From an optimization exercise on the open Yosys and OpenROAD flow, aimed at a short achievable clock period and few clock cycles per item; shortcuts taken in it are not production practice. Function was checked by simulation only, so behaviour that the tests miss may differ from the original. Power and IR drop assume default switching activity.

Setup of old:
// cp_frame_pipe
module cp_frame_pipe (
    input  wire        clk,
    input  wire        rst,
    input  wire        start,
    input  wire        in_valid,
    input  wire [7:0]  in_data,
    input  wire        in_eos,
    output wire        in_ready,
    output wire        out_valid,
    output wire [31:0] out_data,
    output wire        out_last,
    input  wire        out_ready,
    output reg         busy,
    output reg         done,
    output reg         err,
    output reg         eosf,
    output reg  [3:0]  err_code,
    output reg  [3:0]  err_state,
    output reg  [31:0] result,
    output reg  [31:0] frames,
    output reg  [31:0] incnt
);
clock: 10.0 ns
lec_check: 0
cap_margin: 20
core_margin: 2
core_utilization: 55
cts_cluster_diameter: 60
cts_cluster_size: 20
slew_margin: 20
synth_memory_max_bits: 16384
standard.sh (not shown) runs the stock make flow with config.mk's settings and CLKGATE_MAP_FILE= SYNTH_SCRIPT=/design/flow/synth_recipe.tcl, a recipe that flattens the netlist after the stock synthesis.
==> flow/flow/run.sh <==
#!/bin/bash
# Layout flow: the standard ORFS flow (standard.sh, unchanged synthesis,
# floorplan, placement, CTS and routing), with the timing repair steps told
# to aim for a setup slack margin of 6.8 ns under the unchanged 10 ns
# constraint, so that they keep shortening paths down to about 3.2 ns.
# All of make's output goes to standard.log; each ORFS step keeps its own
# log under orfs/logs/.
set -uo pipefail
bash standard.sh SETUP_SLACK_MARGIN=6.8 finish > standard.log 2>&1
Testbench counts of old, summed over its fixed seeds: cycles 26,346, chars 25,794.
For new, these inputs were changed with respect to old:
diff --git a/flow/design.v b/flow/design.v
--- a/flow/design.v
+++ b/flow/design.v
@@ -527,17 +527,19 @@
             wa   <= (wa == RING_LAST) ? 7'd0 : wa + 7'd1;
             wsel <= {wsel[RING-2:0], wsel[RING-1]};
         end
     end
     localparam [2:0] O_PH = 3'd0, O_PC = 3'd1, O_PD = 3'd2,
                      O_QH = 3'd3, O_QC = 3'd4, O_QD = 3'd5;
-    reg         ovq_o;     
     reg         ovq_n;
+    reg  [31:0] oda;
+    reg         olq_n;
+    reg         ovq_o;     
+    reg         ovb_n;
     reg  [31:0] odq;       
     reg         olq_o;     
-    reg         olq_n;
     reg  [2:0]  oph;
     reg  [1:0]  cr;        
     reg  [5:0]  ri;        
     reg  [31:0] pf;        
     reg  [RING-1:0] rsel;  
     reg  [31:0] nmask;     
@@ -548,12 +550,14 @@
     reg  [31:0] ocrc1;     
     assign out_valid = ovq_o;
     assign out_data  = odq;
     assign out_last  = olq_o;
     wire        ovq = ~ovq_n;
     wire        olq = ~olq_n;
+    wire        ovb = ~ovb_n;
+    wire        advb = ~ovb | out_ready;
     reg  [31:0] rdw;
     integer     rj;
     always @(*) begin
         rdw = 32'd0;
         for (rj = 0; rj < RING; rj = rj + 1)
             rdw = rdw | (ring[rj] & {32{rsel[rj]}});
@@ -573,13 +577,13 @@
     wire [7:0]  o_m     = {o_wm1 + 6'd1, 2'b00} & {8{~o_wz}};
     wire [31:0] o_ecrc  = d_ecrc[cr];
     wire [1:0]  cr1     = cr + 2'd1;
     wire [7:0]  n_type  = d_type[cr1];
     wire [7:0]  n_len   = d_len[cr1];
     wire [6:0]  n_sa    = d_sa[cr1];
-    wire        adv      = ~ovq | out_ready;
+    wire        adv      = ~ovq | advb;
     wire        ri_last  = (ri == o_wm1);
     wire [5:0]  ri_n     = ri + 6'd1;
     wire [31:0] nmask_n  = ri[0] ? 32'hFFFFFFFF : o_mask;
     wire [31:0] pfm      = pf & nmask;
     wire [31:0] z_n, o1_n, o2_n;
     cp_crc_d32 u_crcz  (.d(pfm), .q(z_n));
@@ -588,21 +592,21 @@
     wire [31:0] post_crc = ~(o_ecrc ^ ((~o_wz & ~o_wm1[0]) ? ocrc1 : ocrc));
     always @(posedge clk) begin
         zq    <= z_n;
         ocrc1 <= o1_n;
         ocrc2 <= o2_n;
     end
-    assign o_finish = ovq && out_ready && (oph == O_QD || oph == O_QC) &&
+    assign o_finish = ovq && advb && (oph == O_QD || oph == O_QC) &&
                       ((oph == O_QC) ? o_wz : olq);
-    assign o_free   = ovq && out_ready && (oph == O_QD);
+    assign o_free   = ovq && advb && (oph == O_QD);
     reg         nb_valid;
     reg  [31:0] nb_data;
     reg         nb_last;
     always @(*) begin
         nb_valid = ovq;
-        nb_data  = odq;
+        nb_data  = oda;
         nb_last  = olq;
         if (!ovq) begin
             if (cvalid[cr]) begin
                 nb_valid = 1'b1;
                 nb_data  = {7'd0, 1'b0, o_type, o_len, o_n};
                 nb_last  = 1'b0;
@@ -638,23 +642,32 @@
                 end
             endcase
         end
     end
     always @(posedge clk) begin
         if (rst) begin
-            ovq_o <= 1'b0;
             ovq_n <= 1'b1;
-            olq_o <= 1'b0;
             olq_n <= 1'b1;
-            odq   <= 32'd0;
+            oda   <= 32'd0;
         end else if (adv) begin
-            ovq_o <= nb_valid;
             ovq_n <= ~nb_valid;
-            olq_o <= nb_last;
             olq_n <= ~nb_last;
-            odq   <= nb_data;
+            oda   <= nb_data;
+        end
+    end
+    always @(posedge clk) begin
+        if (rst) begin
+            ovq_o <= 1'b0;
+            ovb_n <= 1'b1;
+            olq_o <= 1'b0;
+            odq   <= 32'd0;
+        end else if (advb) begin
+            ovq_o <= ovq;
+            ovb_n <= ~ovq;
+            olq_o <= olq;
+            odq   <= oda;
         end
     end
     always @(posedge clk) begin
         if (rst) begin
             oph  <= O_PH;
             cr   <= 2'd0;
@@ -730,13 +743,13 @@
             inc_n <= 32'hFFFFFFFF;
         end else if (take) begin
             incnt <= inc_p;
             inc_n <= ~inc_p;
         end
     end
-    wire run_end = fin && cvalid == 4'd0 && !ovq && !commit_q && !tk_q;
+    wire run_end = fin && cvalid == 4'd0 && !ovq && !ovb && !commit_q && !tk_q;
     always @(posedge clk) begin
         if (rst) begin
             cvalid    <= 4'd0;
             cw        <= 2'd0;
             nf        <= 32'd0;
             busy      <= 1'b0;
==> comparison <==
Between new and old, it is new whose clock period minus worst slack is lower, by 0.019 ns.
Summary of new over old: average via count per standard cell -0.50%; worst-case headroom to the max-slew limit fell by 2.3 points; switching power as a share of total power was more or less identical; distinct cell type count after synthesis fell 13%.
Looking only at synthesized area, and setting everything else aside, the higher value of new and old goes to new.
Diff old -> new: number of instances in the synthesized netlist up about 2.2%; flip-flop and latch count up 33; die outline area up 0.86%.
Summary of new over old: arrival time at the worst endpoint lost 0.02 ns; fraction of the mapped netlist area in simple logic gates neither gained nor lost much; die extent in y picked up an extra about 0.43%; average detailed-routed wire length per instance picked up an extra 0.37%; footprint of the flip-flops and latches picked up an extra 600 µm².
Testbench counts of new, summed over its fixed seeds: cycles 26,354, chars 25,794.

## static timing again, ports no longer ideal
Ports are ideal in the flow. The routed layouts listed here were re-timed in OpenROAD.
Step 1, drivers: a clkbuf_16 drives clk and a buf_2 each remaining input, both assumed.
Step 2 times the ports against the registers' clock, not the clock port: input delays grow and output delays shrink by t, the midpoint of the rising clock arrivals with the driver on.
a / b / c = ideal / step 1 / step 2; a / b = the first two.
| run | t (ns) | slack for setup (ns) | latest minus earliest clock arrival (ns) | worst data-port slew with drivers (ns) |
|---|---|---|---|---|
| old | 1.059 | 6.523 / 6.416 / 5.769 | 0.120 / 0.120 | 0.11 |
| new | 1.058 | 6.542 / 6.435 / 5.720 | 0.116 / 0.116 | 0.06 |
After both steps setup and hold are still met in every run listed. For new, which loses most, drivers alone change the setup slack by -0.107 ns; drivers and shift together by -0.822 ns.
